Background: an optimization exercise with open tools, aiming at small area. Do not read the settings as production practice.
Function was checked by simulation only, so behaviour that the tests miss may differ from the original.
No activity file was given, so power comes from the tool's default toggle rates.

==> flow/design.v <==
module grprp_core (
    input  wire        clk,
    input  wire        por,          
    input  wire        tick,         
    input  wire [7:0]  cmd,          
    output wire [31:0] resp,         
    output reg  [10:0] out,          
    output reg  [2:0]  fault_code    
);
    localparam [9:0] NUM_MOD = 10'd123;
    localparam [31:0] DUR_DRAINING             = 32'd2_500_000;
    localparam [31:0] DUR_LOCKING              = 32'd1_048_576;
    localparam [31:0] DUR_SEPARATOR_TRANSITION = 32'd786_432;
    localparam [31:0] DUR_WATER_PUMPING        = 32'd1_600_000;
    localparam [31:0] DUR_HEATING              = 32'h0C00_0000;
    localparam [31:0] DUR_HEATED_MIXING        = 32'd1_300_000;
    localparam [31:0] DUR_MIXING               = 32'd1_300_001;
    localparam [31:0] DUR_RINSING              = 32'd1_835_010;
    localparam [31:0] DUR_BLENDING             = 32'd2_359_297;
    localparam [2:0] OP_CLK_INIT  = 3'd1;
    localparam [2:0] OP_TICK_EN   = 3'd2;
    localparam [2:0] OP_CLK_TICK  = 3'd3;
    localparam [2:0] OP_CLK_NOW   = 3'd4;
    localparam [2:0] OP_CTRL_INIT = 3'd5;
    localparam [2:0] OP_POLL      = 3'd6;
    localparam [2:0] OP_RSV       = 3'd7;
    localparam [2:0] F_NONE          = 3'd0;
    localparam [2:0] F_CLOCK_UNINIT  = 3'd1;
    localparam [2:0] F_CLOCK_REINIT  = 3'd2;
    localparam [2:0] F_CTRL_UNINIT   = 3'd3;
    localparam [2:0] F_CTRL_REINIT   = 3'd4;
    localparam [2:0] F_RESERVED_OP   = 3'd5;
    localparam [2:0] F_RESERVED_BITS = 3'd6;
    localparam [4:0] S_UNCLK  = 5'd31;    
    localparam [4:0] S_CLKRDY = 5'd30;    
    reg [31:0] mil;        
    reg [1:0]  pn;         
    reg        pc;         
    reg [9:0]  frac;       
    reg [31:0] el;         
    reg [4:0]  state;      
    reg        tick_en;
    reg        stopping;
    reg        was_poll;   
    reg        trans;      
    wire clk_rdy = (state != S_UNCLK);
    wire ctl_rdy = (state != S_UNCLK) && (state != S_CLKRDY);
    wire [2:0] op       = cmd[2:0];
    wire       halted   = (fault_code != F_NONE);
    wire       rsv_bits = (op == OP_POLL) ? (cmd[7:5] != 3'b000) : (cmd[7:3] != 5'b00000);
    reg  [2:0] cmd_fault;
    always @(*) begin
        cmd_fault = F_NONE;
        case (op)
            OP_RSV: cmd_fault = F_RESERVED_OP;
            OP_CLK_INIT: begin
                if (rsv_bits)     cmd_fault = F_RESERVED_BITS;
                else if (clk_rdy) cmd_fault = F_CLOCK_REINIT;
            end
            OP_TICK_EN, OP_CLK_NOW: begin
                if (rsv_bits)      cmd_fault = F_RESERVED_BITS;
                else if (!clk_rdy) cmd_fault = F_CLOCK_UNINIT;
            end
            OP_CLK_TICK: begin
                if (rsv_bits) cmd_fault = F_RESERVED_BITS;
            end
            OP_CTRL_INIT: begin
                if (rsv_bits)      cmd_fault = F_RESERVED_BITS;
                else if (!clk_rdy) cmd_fault = F_CLOCK_UNINIT;
                else if (ctl_rdy)  cmd_fault = F_CTRL_REINIT;
            end
            OP_POLL: begin
                if (rsv_bits)      cmd_fault = F_RESERVED_BITS;
                else if (!clk_rdy) cmd_fault = F_CLOCK_UNINIT;
                else if (!ctl_rdy) cmd_fault = F_CTRL_UNINIT;
            end
            default: ;
        endcase
    end
    wire do_cmd       = !halted && (cmd_fault == F_NONE);
    wire do_clk_init  = do_cmd && (op == OP_CLK_INIT);
    wire do_tick_en   = do_cmd && (op == OP_TICK_EN);
    wire do_cmd_tick  = do_cmd && (op == OP_CLK_TICK);
    wire do_ctrl_init = do_cmd && (op == OP_CTRL_INIT);
    wire do_poll      = do_cmd && (op == OP_POLL);
    wire ticks_on   = !halted && clk_rdy && tick_en;
    wire take_strb  = ticks_on && tick;
    wire take_ctick = ticks_on && do_cmd_tick;
    wire [1:0] n    = {take_strb && take_ctick, take_strb ^ take_ctick};
    wire c          = n[1] ? (frac >= 10'd754) : (n[0] && frac >= 10'd877);
    wire [9:0] frac_n = frac + (n[1] ? 10'd246 : n[0] ? 10'd123 : 10'd0) + (c ? 10'd24 : 10'd0);
    wire starting = cmd[3];
    wire sp       = stopping | !cmd[4];
    reg        has_next;
    reg [4:0]  next_state;
    always @(*) begin
        has_next   = 1'b0;
        next_state = state;
        case (state)
            5'd0:  if (el >= DUR_DRAINING) begin has_next = 1'b1; next_state = 5'd1; end
            5'd1:  if (starting) begin has_next = 1'b1; next_state = 5'd2; end
            5'd2:  if (!starting) begin has_next = 1'b1; next_state = 5'd3; end
                   else if (el >= DUR_LOCKING) begin has_next = 1'b1; next_state = 5'd4; end
            5'd3:  if (el >= DUR_LOCKING) begin has_next = 1'b1; next_state = 5'd1; end
            5'd4:  if (el >= DUR_SEPARATOR_TRANSITION) begin has_next = 1'b1; next_state = 5'd5; end
            5'd5:  if (el >= DUR_WATER_PUMPING) begin has_next = 1'b1; next_state = 5'd6; end
            5'd6:  if (el >= DUR_SEPARATOR_TRANSITION) begin has_next = 1'b1; next_state = 5'd7; end
            5'd7:  if (sp) begin has_next = 1'b1; next_state = 5'd11; end
                   else if (el >= DUR_WATER_PUMPING) begin has_next = 1'b1; next_state = 5'd8; end
            5'd8:  if (sp) begin has_next = 1'b1; next_state = 5'd11; end
                   else if (el >= DUR_HEATING) begin has_next = 1'b1; next_state = 5'd9; end
            5'd9:  if (sp) begin has_next = 1'b1; next_state = 5'd11; end
                   else if (el >= DUR_HEATED_MIXING) begin has_next = 1'b1; next_state = 5'd10; end
            5'd10: if (sp || el >= DUR_MIXING) begin has_next = 1'b1; next_state = 5'd11; end
            5'd11: if (el >= DUR_DRAINING) begin has_next = 1'b1; next_state = sp ? 5'd22 : 5'd12; end
            5'd12: if (sp || el >= DUR_RINSING) begin has_next = 1'b1; next_state = 5'd13; end
            5'd13: if (el >= DUR_DRAINING) begin has_next = 1'b1; next_state = sp ? 5'd22 : 5'd14; end
            5'd14: if (el >= DUR_SEPARATOR_TRANSITION) begin has_next = 1'b1; next_state = 5'd15; end
            5'd15: begin has_next = 1'b1; next_state = 5'd16; end
            5'd16: if (el >= DUR_SEPARATOR_TRANSITION) begin has_next = 1'b1; next_state = 5'd17; end
            5'd17: if (el >= DUR_BLENDING) begin has_next = 1'b1; next_state = 5'd18; end
            5'd18: if (el >= DUR_DRAINING) begin has_next = 1'b1; next_state = 5'd19; end
            5'd19: if (el >= DUR_SEPARATOR_TRANSITION) begin has_next = 1'b1; next_state = 5'd20; end
            5'd20: if (el >= DUR_WATER_PUMPING) begin has_next = 1'b1; next_state = 5'd21; end
            5'd21: if (el >= DUR_SEPARATOR_TRANSITION) begin has_next = 1'b1; next_state = 5'd22; end
            5'd22: if (starting) begin has_next = 1'b1; next_state = 5'd23; end
            5'd23: if (!starting) begin has_next = 1'b1; next_state = 5'd24; end
                   else if (el >= DUR_LOCKING) begin has_next = 1'b1; next_state = 5'd7; end
            5'd24: if (el >= DUR_LOCKING) begin has_next = 1'b1; next_state = 5'd22; end
            default: ;
        endcase
    end
    wire next_is_idle = (next_state == 5'd22) || (next_state == 5'd1);
    wire do_trans     = do_poll && has_next;
    always @(*) begin
        out[0] = (state == 5'd0) || (state == 5'd18);
        out[1] = (state == 5'd0) || (state == 5'd11) || (state == 5'd13);
        out[2] = (state == 5'd17);
        out[3] = (state == 5'd8) || (state == 5'd9);
        out[4] = (state == 5'd9) || (state == 5'd10);
        out[5] = (state == 5'd4) || (state == 5'd6) || (state == 5'd14) || (state == 5'd16) || (state == 5'd19) || (state == 5'd21);
        out[6] = (state == 5'd4) || (state == 5'd14) || (state == 5'd19);
        out[7] = (state == 5'd2) || (state == 5'd3) || (state == 5'd23) || (state == 5'd24);
        out[8] = (state == 5'd2) || (state == 5'd23);
        out[9] = (state == 5'd5) || (state == 5'd7) || (state == 5'd12) || (state == 5'd20);
        out[10] = (state == 5'd1) || (state == 5'd22);
    end
    assign resp = was_poll ? {31'd0, trans} : mil;
    function [31:0] add_ticks(input [31:0] a, input [1:0] n, input c);
        integer i;
        reg cy;
        begin
            cy = c;
            for (i = 0; i < 32; i = i + 1) begin
                if (i == 18 || i == 19) begin
                    add_ticks[i] = a[i] ^ n[i-18] ^ cy;
                    cy = (a[i] & n[i-18]) | (cy & (a[i] ^ n[i-18]));
                end else begin
                    add_ticks[i] = a[i] ^ cy;
                    cy = a[i] & cy;
                end
            end
        end
    endfunction
    always @(posedge clk) begin
        if (por) begin
            tick_en    <= 1'b0;
            state      <= S_UNCLK;
            fault_code <= F_NONE;
        end else if (!halted) begin
            if (cmd_fault != F_NONE)
                fault_code <= cmd_fault;
            if (do_tick_en)
                tick_en <= 1'b1;
            if (do_clk_init)
                state <= S_CLKRDY;
            if (do_ctrl_init)
                state <= 5'd0;
            if (do_trans)
                state <= next_state;
        end
    end
    always @(posedge clk) begin
        was_poll <= cmd[1];
        trans    <= has_next;
        pn       <= n;
        pc       <= c;
        if (do_clk_init) begin
            mil  <= 32'd0;
            frac <= 10'd0;
        end else begin
            mil  <= add_ticks(mil, pn, pc);
            frac <= frac_n;
        end
        if (do_ctrl_init || do_trans)
            el <= {12'd0, n, 17'd0, c};
        else
            el <= add_ticks(el, n, c);
        if (do_ctrl_init)
            stopping <= 1'b0;
        else if (do_poll)
            stopping <= (do_trans && next_is_idle) ? 1'b0 : sp;
    end
endmodule
==> flow/run.sh <==
#!/bin/bash
# synth_recipe.tcl (not shown) runs the flow's synth.tcl, then flattens the netlist and writes it again
# the make line also repeats each setting of config.mk as NAME=value (left out here)
make -C /OpenROAD-flow-scripts/flow DESIGN_CONFIG=/design/flow/config.mk WORK_HOME=/design/flow/orfs CLKGATE_MAP_FILE= SYNTH_SCRIPT=/design/flow/synth_recipe.tcl finish
==> flow/config.mk <==
export PLATFORM = sky130hd
export DESIGN_NAME = grprp_core
export DESIGN_NICKNAME = grprp_core
export VERILOG_FILES = /design/flow/design.v
export SDC_FILE = /design/flow/constraint.sdc
export NUM_CORES = 4
export LEC_CHECK = 0
export CAP_MARGIN = 20
export CORE_MARGIN = 2
export CORE_UTILIZATION = 40
export SLEW_MARGIN = 20
==> flow/constraint.sdc <==
create_clock -name core_clock -period 6.5 [get_ports {clk}]
set_input_delay 1.3000 -clock core_clock [delete_from_list [all_inputs] [get_ports {clk}]]
set_output_delay 1.3000 -clock core_clock [all_outputs]
set_load 0.01 [all_outputs]
==> metrics.md <==
| Metric | Value |
|---|---|
| Layout cell share with drive strength beyond 1 | `22.62%` |
| CTS buffer count | `9` |
| Crit path largest cell delay | `around 0.4 ns` |
| CP Launch Type | `input pin` |
| Grt total ovfl | `0` |
| Post-CTS Hold Fix Bufs | `0` |
| I/O Pins | `57` |
| Clk_skew | `approximately 0.007 ns` |
| Syn. warnings | `1` |
| Most frequent cell after synthesis | `nor2b_1` |
| TritonCTS clock tree | `yes` |
| Layout area overhead | `32.60%` |
| CP delay by family, top | `adder cells` |
| Fin area | `between 7000 and 8000 sq um` |
| Most used cell, CP | `ha_4` |
| Post-synth ARST share | `0%` |
| Pre-CTS setup slack | `-2.638 ns` |
| Max IR drop VDD | `approximately 0.00024 V` |
| Routed WL per cell | `15.51 um` |
| Clock-pin slew on the worst setup and hold paths | `0.07 ns` |
| Setup ws final | `-1.669 ns` |
| Root buffer cell | `clkbuf_16` |
| Critical Path AT | `between 8 and 9 ns` |
| GRT Total Usage | `19.03%` |
| Vias in the first global route | `roughly 4700` |
| Actual slew at the worst max-slew pin | `~1.1 ns` |
| Nets | `just over 800` |
| Final setup viols | `13` |
| # port buffers | `56` |
| Maximum fanout along the worst path | `2` |
| RSZ-0062 raised after global routing | `true` |
| Worst-Skew Late Latency | `between 0.3 and 0.4 ns` |
| DR vias/cell | `5.501` |
| H-tree Lvls | `3` |
| FMAX | `~120 MHz` |
| # diodes | `0` |
| Largest net degree at the start of global routing | `44` |
| Post-DP HPWL | `approximately 10000 um` |
| Critical Path RT | `around 6.7 ns` |
| Leak | `between 3 and 4 nW` |
| Layout check faults | `setup timing` |
| Yosys top cell by area | `dfxtp_1` |
| Crit path kind | `in2reg` |
| Drt total wl | `14030 um` |
| Worst Hold Class | `reg2reg` |
| Crit. End Element | `flop` |
| Slowest cell on crit path | `or3b_4` |
| Syn_nets | `729` |
| Max-slew violation count | `0` |
| DRC Markers | `0` |
| Synth cell count leaders | `98 x nor2b_1, 89 x dfxtp_1, 74 x ha_1` |
| First-pass GRT wire length | `approximately 23000 um` |
| Die height | `123.0 um` |
| Critical path buffer and inverter count | `4` |
| Slew Limit Headroom | `23.56%` |
| Synth area leaders | `dfxtp_1 31%, ha_1 16%, nor2b_1 11%, nor2_1 3.5%, fa_1 2.5%` |
| Cell Rows | `43` |
| Register bit total from synthesis | `89` |
| Initial Utilization | `roughly two fifths` |
| Power Total | `about 1.2 mW` |
| Gpl congestion | `~0.91` |
| PwrDens | `around 150 nW/um^2` |
| Initial DRT Pass Iterations | `5` |
| Fill count | `approximately 1300` |
| Max_cap viols | `0` |
| Synth top area share | `between 30% and 40%` |
| Crit path time final | `8.169 ns` |
| Post-Syn Area per Cell | `8.894 sq um` |
| Hold Violations, Final | `0` |
| Antenna Nets Post-Route | `0` |
| Seq/Total Area, Yosys | `about a third` |
| CTS sink cnt | `a little under 90` |
| Initial DRC count | `411` |
| Top_reg_cell synth | `dfxtp_1` |
| Area after DPL | `between 6000 and 7000 sq um` |
| EDFF count, synth | `0` |
| Via count | `around 5000` |
| Core Region | `~14000 sq um` |
| Netlist cell types | `71` |
| CTS Buffer Depth | `2` |
| Initial antenna violation count | `0` |
| Mapped Area | `~5700 sq um` |
| Status | `failed layout checks` |
| Die W | `123.0 um` |
| Die area | `roughly 15000 sq um` |
| Final period utilization | `125.7%` |
| Cells after synthesis | `637` |
==> layer usage <==
metal	wire length, um	share of wire, %	track usage, %
met1	6643	47	27.03
met2	6500	46	29.70
met3	783	5.6	3.828
met4	107	0.76	4.474
met5	0	0	0
==> per-stage QoR <==
step                hold WS [ns]  utilization (%)  setup TNS [ns]  std cells
finish                    0.4839            54.12          -11.74        905
global route              0.5123            54.12          -14.83        905
global placement          0.4579            50.32          -24.20        879
detailed placement        0.4664            50.32          -25.38        879
CTS                       0.4842            53.16          -12.05        900
floorplan                 0.4373                -          -14.72        637
==> timing repair <==
action / CTS / global route
pin swaps: 21 / 8
setup endpoints to repair: 16 / 17
resized for setup: 52 / 27
endpoints found under the hold margin: 0 / 0
setup buffers: 5 / 5
==> area by class of cell <==
class / count / area (sq um) / share of cell area [%]
multi-input cells: 492 / 4210 / 56.05
inverters: 27 / 101.3 / 1.349
clock inverters: 7 / 85.08 / 1.133
flip-flops and latches: 89 / 1784 / 23.75
well taps: 180 / 225.2 / 2.998
repair buffers: 101 / 880.8 / 11.73
clock buffers: 9 / 225.2 / 2.998
==> logic make-up after synthesis <==
kind of cell	count (synthesis)	synth area share (%)
multiplexers	7	1.413
buffers and inverters	56	4.483
AO/OA/AOI/OAI	110	13.36
XOR/XNOR	13	2.010
adder cells (fa/ha/maj)	82	18.99
AND/OR/NAND/NOR	280	28.29
flip-flops	89	31.45
==> path summary, 6_finish.rpt <==
check	startpoint	end	slack [ns]	depth (start not counted)
worst max-delay path	cmd[0]	el[30]$_SDFF_PP0_	-1.67	47
worst min-delay path	tick_en$_SDFFE_PP0P_	tick_en$_SDFFE_PP0P_	0.48	2
worst max register to register	state[4]$_SDFFE_PP1P_	el[30]$_SDFF_PP0_	-0.88	44
worst min register to register	tick_en$_SDFFE_PP0P_	tick_en$_SDFFE_PP0P_	0.48	2
==> sequential cells by signal, indices dropped and copies added (netlist names) <==
signal,count
tick_en,1
state,5
was_poll,1
fault_code,3
frac,10
trans,1
pc,1
stopping,1
el,32
pn,2
mil,32
==> worst register-to-register path, delay by kind of cell, from the launching register on <==
family / cells / cell delay [ns]
fa+ha+maj: 32 / 5.19
simple gates: 6 / 0.93
compound gates: 3 / 0.55
flops: 1 / 0.37
buf+inv: 3 / 0.18
==> power by group <==
part           internal [mW]  leakage [nW]  switching, mW
combinational         0.0371          2.29         0.0334
clock                  0.305         0.155          0.228
sequential             0.551         0.719        0.00639
total                  0.893          3.17          0.268
==> placed cells by master, fill, tap and decap left out, types with 8 or more instances in the layout <==
cell / netlist / final
a21oi_1: 24 / 23
a31oi_1: 10 / 9
and3_1: 10 / 9
buf_4: 3 / 44
clkbuf_16: 0 / 9
clkdlybuf4s50_1: 0 / 48
dfxtp_1: 89 / 87
ha_1: 74 / 26
ha_2: 0 / 17
ha_4: 0 / 31
inv_1: 23 / 16
nand2_1: 30 / 30
nand3_1: 22 / 21
nand4_1: 9 / 9
nor2_1: 53 / 50
nor2b_1: 98 / 98
nor3_1: 14 / 13
nor4_1: 8 / 8
o21ai_0: 20 / 19
xnor2_1: 9 / 8

-- re-timing with driven ports --
Ports are ideal in the flow. The routed layout listed here was re-timed in OpenROAD.
Step 1: set_driving_cell puts a clkbuf_16 on clk and a buf_2 on each other input, an assumption about the parent block.
Step 2, shift: input delay + t, output delay - t, t = (earliest + latest rising clock arrival at the registers) / 2. This alone moves slack from input paths to output paths.
a / b / c = ideal / step 1 / step 2; a / b = the first two.
t (ns): 0.377
setup slack, ns: -1.669 / -1.664 / -2.041
hold slack, ns: 0.484 / 0.484 / 0.484
For this run, drivers alone change the setup slack by +0.005 ns; drivers and shift together by -0.372 ns.
